Context: an optimization exercise on an open-source flow, tuned for small area and a short achievable clock period. The choices shown serve that exercise and are no tape-out recipe. No functional check of the RTL was part of this run. Power and IR drop assume default switching activity.

[flow/design.v]
module tiny_irpwm (
    input  wire        clk,
    input  wire        rst,
    input  wire        pwm_tick,
    input  wire        ir_tick,
    input  wire        ir_in,
    input  wire        h_sel,
    input  wire        h_we,
    input  wire [7:0]  h_addr,
    input  wire [31:0] h_wdata,
    output reg  [31:0] h_rdata,
    output wire [3:0]  ch_pin,
    output reg         tick_evt
);
    localparam integer CAP = 100;
    localparam [1:0] S_IDLE  = 2'd0;
    localparam [1:0] S_MARK  = 2'd1;
    localparam [1:0] S_SPACE = 2'd2;
    localparam [1:0] S_STOP  = 2'd3;
    reg [31:0] pwm_ticks;         
    reg        pwm_halt;
    reg [7:0]  pwm_level0, pwm_level1, pwm_level2, pwm_level3;
    reg [3:0]  pwm_pin;
    reg [1:0]  ir_state;
    reg [15:0] ir_timer;
    reg [6:0]  ir_rawlen;         
    reg [15:0] ir_rawbuf [0:CAP-1];
    wire host_wr = h_sel & h_we;
    wire [31:0] ticks_inc = pwm_ticks + 32'd1;
    wire        flip      = &pwm_ticks[6:0];
    wire        ph_n      = ticks_inc[7];
    wire [7:0]  cnt_n     = {1'b0, ticks_inc[6:0]};
    reg  [3:0]  pin_tk;
    always @* begin
        if (pwm_halt) begin
            pin_tk = 4'b0000;
        end else begin
            if (flip)
                pin_tk = ph_n ? 4'b1010 : 4'b0101;
            else
                pin_tk = pwm_pin;
            if (!ph_n && cnt_n >= pwm_level0) pin_tk[0] = 1'b0;
            if ( ph_n && cnt_n >= pwm_level1) pin_tk[1] = 1'b0;
            if (!ph_n && cnt_n >= pwm_level2) pin_tk[2] = 1'b0;
            if ( ph_n && cnt_n >= pwm_level3) pin_tk[3] = 1'b0;
        end
    end
    wire [31:0] ticks_t = pwm_tick ? ticks_inc : pwm_ticks;
    wire [3:0]  pin_t   = pwm_tick ? pin_tk    : pwm_pin;
    wire        tmax = &ir_timer;
    wire [15:0] t1   = tmax ? ir_timer : ir_timer + 16'd1;
    wire        lt100 = (ir_timer < 16'd99);      
    wire        gt100 = (ir_timer >= 16'd100);    
    wire        full  = (ir_rawlen == 7'd99);     
    wire        mark  = ~ir_in;
    wire        rec_m = (ir_state == S_IDLE && !lt100) || ir_state == S_SPACE;   
    wire        rec_s = (ir_state == S_MARK);                                    
    reg         rec;
    reg  [1:0]  state_t;
    reg  [15:0] timer_t;
    reg  [6:0]  rawlen_t;
    always @* begin
        rec      = 1'b0;
        state_t  = ir_state;
        timer_t  = ir_timer;
        rawlen_t = ir_rawlen;
        if (ir_tick) begin
            case (ir_state)
                S_IDLE:  rec = mark & ~lt100;
                S_MARK:  rec = ~mark;
                S_SPACE: rec = mark;
                default: rec = 1'b0;
            endcase
            if (rec) begin
                timer_t  = 16'd0;
                rawlen_t = ir_rawlen + 7'd1;
                state_t  = full ? S_STOP : (mark ? S_MARK : S_SPACE);
            end else begin
                timer_t = (mark && (ir_state == S_IDLE || ir_state == S_STOP)) ? 16'd0 : t1;
                if (ir_state == S_SPACE && gt100)
                    state_t = S_STOP;
            end
        end
    end
    wire wr_ctrl  = host_wr && (h_addr == 8'h00);
    wire wr_level = host_wr && (h_addr[7:2] == 6'b000010);
    wire resume   = host_wr && (h_addr == 8'h11) && h_wdata[0]
                    && (state_t == S_STOP);
    always @(posedge clk) begin
        if (rst) begin
            pwm_ticks  <= 32'd0;
            pwm_halt   <= 1'b0;
            pwm_pin    <= 4'b0000;
            pwm_level0 <= 8'd0;
            pwm_level1 <= 8'd0;
            pwm_level2 <= 8'd0;
            pwm_level3 <= 8'd0;
            ir_state   <= S_IDLE;
            ir_timer   <= 16'd0;
            ir_rawlen  <= 7'd0;
            tick_evt   <= 1'b0;
        end else begin
            pwm_ticks <= ticks_t;
            tick_evt  <= pwm_tick;
            if (wr_ctrl)
                pwm_halt <= h_wdata[0];
            pwm_pin <= (wr_ctrl && h_wdata[0]) ? 4'b0000 : pin_t;
            if (wr_level && h_addr[1:0] == 2'd0) pwm_level0 <= h_wdata[7:0];
            if (wr_level && h_addr[1:0] == 2'd1) pwm_level1 <= h_wdata[7:0];
            if (wr_level && h_addr[1:0] == 2'd2) pwm_level2 <= h_wdata[7:0];
            if (wr_level && h_addr[1:0] == 2'd3) pwm_level3 <= h_wdata[7:0];
            ir_timer <= timer_t;
            if (resume) begin
                ir_state  <= S_IDLE;
                ir_rawlen <= 7'd0;
            end else begin
                ir_state  <= state_t;
                ir_rawlen <= rawlen_t;
            end
        end
    end
    always @(posedge clk) begin
        if (!rst && rec)
            ir_rawbuf[ir_rawlen] <= t1;
    end
    wire [7:0]  a = h_addr;
    wire [7:0]  a_n;
    genvar gi, gb;
    generate
        for (gi = 0; gi < 7; gi = gi + 1) begin : g_inv
            irp_inv u_inv (.a(a[gi]), .y(a_n[gi]));
        end
    endgenerate
    assign a_n[7] = 1'b0;    
    wire [3:0] dl, dm;
    wire [6:0] dh_n;
    generate
        for (gi = 0; gi < 4; gi = gi + 1) begin : g_pre
            irp_nor2 u_dl (.a(gi & 1 ? a_n[0] : a[0]), .b(gi & 2 ? a_n[1] : a[1]), .y(dl[gi]));
            irp_nor2 u_dm (.a(gi & 1 ? a_n[2] : a[2]), .b(gi & 2 ? a_n[3] : a[3]), .y(dm[gi]));
        end
        for (gi = 0; gi < 7; gi = gi + 1) begin : g_preh
            irp_nand3 u_dh (.a(gi & 1 ? a[4] : a_n[4]),
                            .b(gi & 2 ? a[5] : a_n[5]),
                            .c(gi & 4 ? a[6] : a_n[6]),
                            .y(dh_n[gi]));
        end
    endgenerate
    wire [15:0] dlm_n;
    generate
        for (gi = 0; gi < 16; gi = gi + 1) begin : g_dlm
            irp_nand2 u_dlm (.a(dl[gi % 4]), .b(dm[gi / 4]), .y(dlm_n[gi]));
        end
    endgenerate
    wire [CAP-1:0] sel;
    generate
        for (gi = 0; gi < CAP; gi = gi + 1) begin : g_sel
            irp_nor2 u_sel (.a(dlm_n[gi % 16]), .b(dh_n[gi / 16]), .y(sel[gi]));
        end
    endgenerate
    wire        byp = a[7] && rec && (ir_rawlen == a[6:0]);
    wire [15:0] rd_oth;
    wire        len_eq = (ir_rawlen == a[6:0]);
    wire        rd_use;
    irp_use u_use (.a7(a[7]), .tick(ir_tick), .s(ir_in),
                   .bs(len_eq & rec_s), .bm(len_eq & rec_m), .y(rd_use));
    wire [15:0] rd_lo;
    generate
        for (gb = 0; gb < 16; gb = gb + 1) begin : g_bit
            wire [49:0] t;
            wire [12:0] u;
            wire [3:0]  v;
            for (gi = 0; gi < 12; gi = gi + 1) begin : g_u
                irp_ao8 u_u (
                    .s(sel[8*gi+7:8*gi]),
                    .d({ir_rawbuf[8*gi+7][gb], ir_rawbuf[8*gi+6][gb],
                        ir_rawbuf[8*gi+5][gb], ir_rawbuf[8*gi+4][gb],
                        ir_rawbuf[8*gi+3][gb], ir_rawbuf[8*gi+2][gb],
                        ir_rawbuf[8*gi+1][gb], ir_rawbuf[8*gi][gb]}),
                    .y(u[gi]));
            end
            irp_aoi22 u_t48 (.a1(sel[96]), .a2(ir_rawbuf[96][gb]),
                             .b1(sel[97]), .b2(ir_rawbuf[97][gb]), .y(t[48]));
            irp_aoi22 u_t49 (.a1(sel[98]), .a2(ir_rawbuf[98][gb]),
                             .b1(sel[99]), .b2(ir_rawbuf[99][gb]), .y(t[49]));
            irp_nand2 u_u12 (.a(t[48]), .b(t[49]), .y(u[12]));
            irp_oai41 u_v0 (.a1(u[0]), .a2(u[1]),  .a3(u[2]),  .a4(u[3]),  .b1(rd_use), .y(v[0]));
            irp_oai41 u_v1 (.a1(u[4]), .a2(u[5]),  .a3(u[6]),  .a4(u[7]),  .b1(rd_use), .y(v[1]));
            irp_oai41 u_v2 (.a1(u[8]), .a2(u[9]),  .a3(u[10]), .a4(u[11]), .b1(rd_use), .y(v[2]));
            irp_aoi21 u_v3 (.a1(u[12]), .a2(rd_use), .b1(rd_oth[gb]), .y(v[3]));
            irp_nand4 u_w (.a(v[0]), .b(v[1]), .c(v[2]), .d(v[3]), .y(rd_lo[gb]));
        end
    endgenerate
    reg  [31:0] rd_reg;
    always @* begin
        case (a)
            8'h00:   rd_reg = {31'd0, pwm_halt};
            8'h01:   rd_reg = {31'd0, ticks_t[7]};
            8'h02:   rd_reg = {25'd0, ticks_t[6:0]};
            8'h03:   rd_reg = ticks_t;
            8'h04:   rd_reg = {28'd0, pin_t};
            8'h08:   rd_reg = {24'd0, pwm_level0};
            8'h09:   rd_reg = {24'd0, pwm_level1};
            8'h0A:   rd_reg = {24'd0, pwm_level2};
            8'h0B:   rd_reg = {24'd0, pwm_level3};
            8'h10:   rd_reg = {30'd0, state_t};
            8'h12:   rd_reg = {16'd0, timer_t};
            8'h13:   rd_reg = {25'd0, rawlen_t};
            default: rd_reg = 32'd0;
        endcase
    end
    assign rd_oth = rd_reg[15:0] | ({16{byp}} & t1);
    always @* begin
        h_rdata = {rd_reg[31:16], rd_lo};
    end
    assign ch_pin = pwm_pin;
endmodule
module irp_ao8 (input wire [7:0] s, input wire [7:0] d, output wire y);
    assign y = |(s & d);
endmodule
module irp_use (input wire a7, input wire tick, input wire s, input wire bs,
                input wire bm, output wire y);
    assign y = a7 & ~(tick & (s ? bs : bm));
endmodule
module irp_oai41 (input wire a1, input wire a2, input wire a3, input wire a4,
                  input wire b1, output wire y);
    assign y = ~((a1 | a2 | a3 | a4) & b1);
endmodule
module irp_aoi21 (input wire a1, input wire a2, input wire b1, output wire y);
    assign y = ~((a1 & a2) | b1);
endmodule
module irp_inv (input wire a, output wire y);
    assign y = ~a;
endmodule
module irp_nor2 (input wire a, input wire b, output wire y);
    assign y = ~(a | b);
endmodule
module irp_aoi22 (input wire a1, input wire a2, input wire b1, input wire b2,
                  output wire y);
    assign y = ~((a1 & a2) | (b1 & b2));
endmodule
module irp_nand2 (input wire a, input wire b, output wire y);
    assign y = ~(a & b);
endmodule
module irp_nand3 (input wire a, input wire b, input wire c, output wire y);
    assign y = ~(a & b & c);
endmodule
module irp_nand4 (input wire a, input wire b, input wire c, input wire d, output wire y);
    assign y = ~(a & b & c & d);
endmodule
module irp_nor3 (input wire a, input wire b, input wire c, output wire y);
    assign y = ~(a | b | c);
endmodule
module irp_nor4 (input wire a, input wire b, input wire c, input wire d, output wire y);
    assign y = ~(a | b | c | d);
endmodule
[flow/run.sh]
#!/bin/bash
# synth_recipe.tcl (not shown) runs the flow's synth.tcl, then flattens the netlist and writes it again
# the make line also repeats each setting of config.mk as NAME=value (left out here)
make -C /OpenROAD-flow-scripts/flow DESIGN_CONFIG=/design/flow/config.mk WORK_HOME=/design/flow/orfs CLKGATE_MAP_FILE= SYNTH_SCRIPT=/design/flow/synth_recipe.tcl finish
[flow/config.mk]
export PLATFORM = sky130hd
export DESIGN_NAME = tiny_irpwm
export DESIGN_NICKNAME = tiny_irpwm
export VERILOG_FILES = /design/flow/design.v
export SDC_FILE = /design/flow/constraint.sdc
export NUM_CORES = 4
export LEC_CHECK = 0
export CAP_MARGIN = 20
export CORE_MARGIN = 2
export CORE_UTILIZATION = 40
export CTS_BUF_LIST = sky130_fd_sc_hd__clkbuf_8
export CTS_CLUSTER_DIAMETER = 50
export CTS_CLUSTER_SIZE = 18
export SETUP_SLACK_MARGIN = 3.8
export SLEW_MARGIN = 20
export SYNTH_HIERARCHICAL = 1
export SYNTH_MINIMUM_KEEP_SIZE = 0
[flow/constraint.sdc]
create_clock -name core_clock -period 8.5 [get_ports {clk}]
set_input_delay 1.7000 -clock core_clock [delete_from_list [all_inputs] [get_ports {clk}]]
set_output_delay 1.7000 -clock core_clock [all_outputs]
set_load 0.01 [all_outputs]
==> key figures <==
Outcome
  – Status: no timing/DRC/antenna violations

Clock tree
  – # clock sinks: ~1700
  – Clock latency reported for the late side of the worst-skew pair: 940 ps
  – Clock-pin slew of the registers on the worst-case setup and hold paths: 80 ps
  – Count of H-tree levels built during CTS: 4
  – CTS Hold Buffers Added: 0
  – TritonCTS Buffers: 140
  – Clock tree from TritonCTS: yes
  – Longest Clk Path Bufs: 3
  – Root buf cell: sky130_fd_sc_hd__clkbuf_8

Synthesis
  – Synthesized net count: between 3000 and 4000
  – Synth Area in XOR/XNOR: less than 1%
  – Post-synthesis share of cell area spent on full adders, half adders and majority gates: less than 1%
  – Dominant combinational cell family by area after synthesis: compound AO/OA/AOI/OAI gates
  – Share of synthesized cell area in and, or, nand and nor gates: 6.38%
  – Yosys warning count: 7
  – Count of unique library cells instantiated by Yosys: 71
  – Syn Std Cell Area: between 0.06 and 0.07 mm^2
  – Compound-Gate Fraction of Synth Area: 12.4%
  – Number of enable flip-flop cells after synthesis: 1600
  – Area share of the largest cell type after synthesis: 75.2%
  – Cell accounting for the most synthesized area: sky130_fd_sc_hd__edfxtp_1
  – Share of synthesized area occupied by flip-flops and latches: 78.2%
  – Post-synth top flop: sky130_fd_sc_hd__edfxtp_1
  – Mux share of post-synthesis cell area: 0.781%
  – Leading cell types by total area after synthesis: sky130_fd_sc_hd__edfxtp_1, sky130_fd_sc_hd__a22oi_1, sky130_fd_sc_hd__dfxtp_1
  – Syn Area/Cell: 17.0 um^2
  – #FFs+latches synth: about 1700
  – Gate count after technology mapping: roughly 3800
  – FFs w/ async S/R, synth: 0%

Power
  – Worst ir drop on vdd: 184 uV
  – Clk pwr share: about 34%
  – Total power: 14.3 mW
  – Leakage: 26.1 nW
  – Internal Dissipation: between 10 and 15 mW
  – Share of total power in sequential cells: a little over three fifths
  – Cell area power density: 185 mW/mm^2
  – Combinational group share of total power: 2.5%
  – Switching Share: 21.7%
  – Net switching power: 3.09 mW

Hold path
  – Hold/Removal Path Class: register to register

STA
  – Slew of the pin with the lowest slew margin: 1130 ps
  – Min Tclk post-route: around 6300 ps
  – RSZ-0062 raised after global routing: yes
  – Final-report setup violation count: 0
  – Number of pins exceeding their max-slew limit in the final report: 0
  – Number of hold-slack violations in the final timing report: 0
  – Final setup margin: 2180 ps
  – Max-slew headroom: between 20% and 30%
  – Final setup TNS: 0 ps
  – Fraction of the cycle the final worst path needs: 74.4%
  – Final worst clock skew: 62.6 ps
  – Max frequency: 158 MHz

Global routing
  – M1 GR Usage: ~31%
  – GRT busiest layer: met2
  – Met3 global-route usage: 4.31%
  – Grt met2 use: ~36%
  – Global-route wire length before repair: 265 mm
  – Initial antenna violation count: 5
  – Maximum number of pins on one net before global-route repair: about 100
  – Via count of the first global-routing pass: 36800
  – Residual overflow from global routing: 0
  – All-Layer GR Usage: 22.6%

Critical path
  – Critical path data required time: between 6000 and 7000 ps
  – Most used cell, CP: sky130_fd_sc_hd__nand4_1
  – Startpoint types: input port
  – Capturing element type of the critical path: primary output
  – Slowest Stage Delay on Critical Path: roughly 590 ps
  – Arrival time of data at the critical path endpoint: 4620 ps
  – Series of cell instances along the critical path: buf_6 > buf_8 > clkinvlp_4 > nand3_4 > buf_12 > buf_4 > nor2_4 > a22oi_1 > nand4_1 > o41ai_4 > nand4_1 > buf_2
  – Type of the setup path with the least slack: input port to primary output
  – Cell with the largest stage delay on the worst path: sky130_fd_sc_hd__o41ai_4
  – Crit Path Max Fanout: 16

Job
  – Maximum capacitance violations: 0

Layout
  – Area occupied by registers: 0.0500 mm^2
  – Multi-input logic area: between 0.015 and 0.02 mm^2
  – Finished Cell Area: 0.0769 mm^2
  – Ratio of cells with drive above 1 in the final layout: 26.6%
  – Signed area change from the synthesized netlist to the final layout: 20.4%
  – Total of fill cells in the finished design: roughly 13000
  – Layout net count: 4481

Drt
  – Number of optimization iterations in the first detailed-route pass: 5
  – DRC errors left: 0
  – Iter 0 DRT Violations: 4633
  – Per-cell routed wire length: 29.0 um
  – Number of vias in the routed layout: 39200
  – Final routed wirelength across all metal layers: roughly 190 mm
  – Routed vias/inst: 5.96
  – Remaining antenna violation count after routing: 0

Place
  – Instance area at placement: 0.0689 mm^2
  – Gp weighted congestion: between 0.8 and 0.9
  – Post-DP HPWL: 110 mm
  – PortBufs: a little under 60
  – Dpl ws: 636 ps

Floorplanning
  – Number of placement rows: roughly 150
  – Starting utilization of the core area: 40.3%
  – Overall die height: 404 um
  – Die Footprint: roughly 0.16 mm^2
  – Horiz. Die Dim: 404 um
  – Area of the core: 0.159 mm^2
  – IO Pins: 84
[per-module statistics from Yosys, one instance, submodules excluded, excerpt]
module / copies in the design / area, um^2 / flip-flops and latches
tiny_irpwm: 1 / 54900 / 1695
irp_nand4: 16 / 6.26 / 0
irp_oai41: 48 / 16.3 / 0
irp_ao8: 192 / 36.3 / 0
irp_nand2: 32 / 3.75 / 0
irp_aoi21: 16 / 8.76 / 0
irp_use: 1 / 26.3 / 0
irp_nand3: 7 / 5.00 / 0
irp_inv: 7 / 3.75 / 0
[final cells by class]
class                      instances  share of cell area, %
sequential                      1695                   65.0
multi-input combinational       1967                   20.8
tap                             2072                   3.37
clock buffer                     143                   2.56
timing repair buffer             540                   6.72
inverter                          54                  0.299
clock inverter                   104                   1.32
antenna                            2                0.00650
[worst max-delay path: cells and delay by family]
family                 cells  cell delay (ps)
AND/OR/NAND/NOR            4             1050
AO/OA/AOI/OAI              2              890
buffers and inverters      6              950
[cell usage in the layout (no fill, tap or decap), types with 41 or more instances in the layout]
cell                       Yosys  layout
sky130_fd_sc_hd__edfxtp_1   1600    1600
sky130_fd_sc_hd__a22oi_1     775     629
sky130_fd_sc_hd__buf_4         1     321
sky130_fd_sc_hd__nor2_1      334     247
sky130_fd_sc_hd__nand4_1     225     225
sky130_fd_sc_hd__a22oi_2      32     178
sky130_fd_sc_hd__clkbuf_8      0     143
sky130_fd_sc_hd__buf_6         2     119
sky130_fd_sc_hd__nand2_1     107      91
sky130_fd_sc_hd__dfxtp_1      95      83
sky130_fd_sc_hd__inv_1        54      62
sky130_fd_sc_hd__nor2_4        0      52
sky130_fd_sc_hd__o41ai_4       0      44
sky130_fd_sc_hd__nand3_1      49      41
[worst paths after layout]
check / startpoint / end / slack [ps] / cells after the start
max reg2reg: ir_timer[1]$_SDFF_PP0_ / ir_rawbuf[13][5]$_DFFE_PP_ / 4760 / 8
min: pwm_level0[1]$_SDFFE_PP0P_ / pwm_level0[1]$_SDFFE_PP0P_ / 470 / 2
max: h_addr[4] / h_rdata[6] / 2180 / 12
min reg2reg: pwm_level0[1]$_SDFFE_PP0P_ / pwm_level0[1]$_SDFFE_PP0P_ / 470 / 2
[power groups by stage]
stage	registers (mW)	logic, mW	clock network (mW)
final	9.01	0.353	4.89
after global routing	9.01	0.362	5.25
after CTS	9.01	0.322	4.97
after detailed placement	9.20	0.240	0
after global placement	9.20	0.238	0
after floorplan	9.20	0.111	0
[registers in the layout, indices dropped and copies added, names as in the netlist]
name        count
ir_rawbuf    1600
pwm_ticks      32
ir_timer       16
pwm_level0      8
pwm_level1      8
pwm_level2      8
pwm_level3      8
ir_rawlen       7
pwm_pin         4
ir_state        2
pwm_halt        1
tick_evt        1
[cells in the mapped netlist, types with 20 or more instances]
master / count
sky130_fd_sc_hd__a21oi_1: 40
sky130_fd_sc_hd__a22oi_1: 775
sky130_fd_sc_hd__a22oi_2: 32
sky130_fd_sc_hd__clkbuf_1: 31
sky130_fd_sc_hd__dfxtp_1: 95
sky130_fd_sc_hd__edfxtp_1: 1600
sky130_fd_sc_hd__ha_1: 36
sky130_fd_sc_hd__inv_1: 54
sky130_fd_sc_hd__mux2i_1: 27
sky130_fd_sc_hd__nand2_1: 107
sky130_fd_sc_hd__nand3_1: 49
sky130_fd_sc_hd__nand4_1: 225
sky130_fd_sc_hd__nor2_1: 334
sky130_fd_sc_hd__nor2b_1: 20
sky130_fd_sc_hd__nor3_1: 25
sky130_fd_sc_hd__o21ai_0: 33
sky130_fd_sc_hd__o41ai_2: 48
sky130_fd_sc_hd__xnor2_1: 29
sky130_fd_sc_hd__xor2_1: 30
[per-stage QoR]
stage	utilization [%]	cells	hold WS [ps]
global placement	43.5	6090	459
finish	48.5	6577	473
global route	48.5	6577	501
CTS	47.3	6464	471
detailed placement	43.5	6090	460
floorplan	-	3763	441
[cells by family after synthesis]
family / count (synthesis)
adders and majority gates: 36
and+or+nand+nor: 833
muxes: 39
xor gates and xnor gates: 59
DFF: 1695
buffers and inverters: 106
AOI/OAI and AO/OA: 995
[layer usage]
metal	share of wire (%)	routed length, um
met1	40	76500
met2	47	90300
met3	9.0	17200
met4	3.5	6690
met5	0.0047	9
[what timing repair did]
action                                 in CTS  in global routing
setup endpoints to repair                  32                 32
gates cloned                               17                  9
pin swaps                                 154                145
endpoints found under the hold margin       0                  0
buffers inserted                          110                101
gates resized for setup                   589                250

## separate check: timing with driven ports
No port has a modelled driver above. Below, the same layout with a new extraction and two added sets of constraints.
Step 1 sets driving cells, clkbuf_16 on the clock port and buf_2 on the other inputs (assumed; they add their load-dependent delay and slew).
Step 2 adds t to the input delays and takes it off the output delays; t is the mean of the earliest and latest rising clock arrival at the registers after step 1. Input paths then give back, and output paths get back, about the clock's delay inside the block.
a / b / c = no drivers / after step 1 / after step 2; a / b = the first two.
t, ns: 0.984
setup WS [ns]: 2.179 / 2.072 / 2.072
hold WS [ns]: 0.473 / 0.473 / 0.473
cell pins on the clock port's net: 1
After both steps this run still meets setup and hold. The setup slack of this run moves by -0.107 ns with the drivers and by -0.107 ns with both steps.
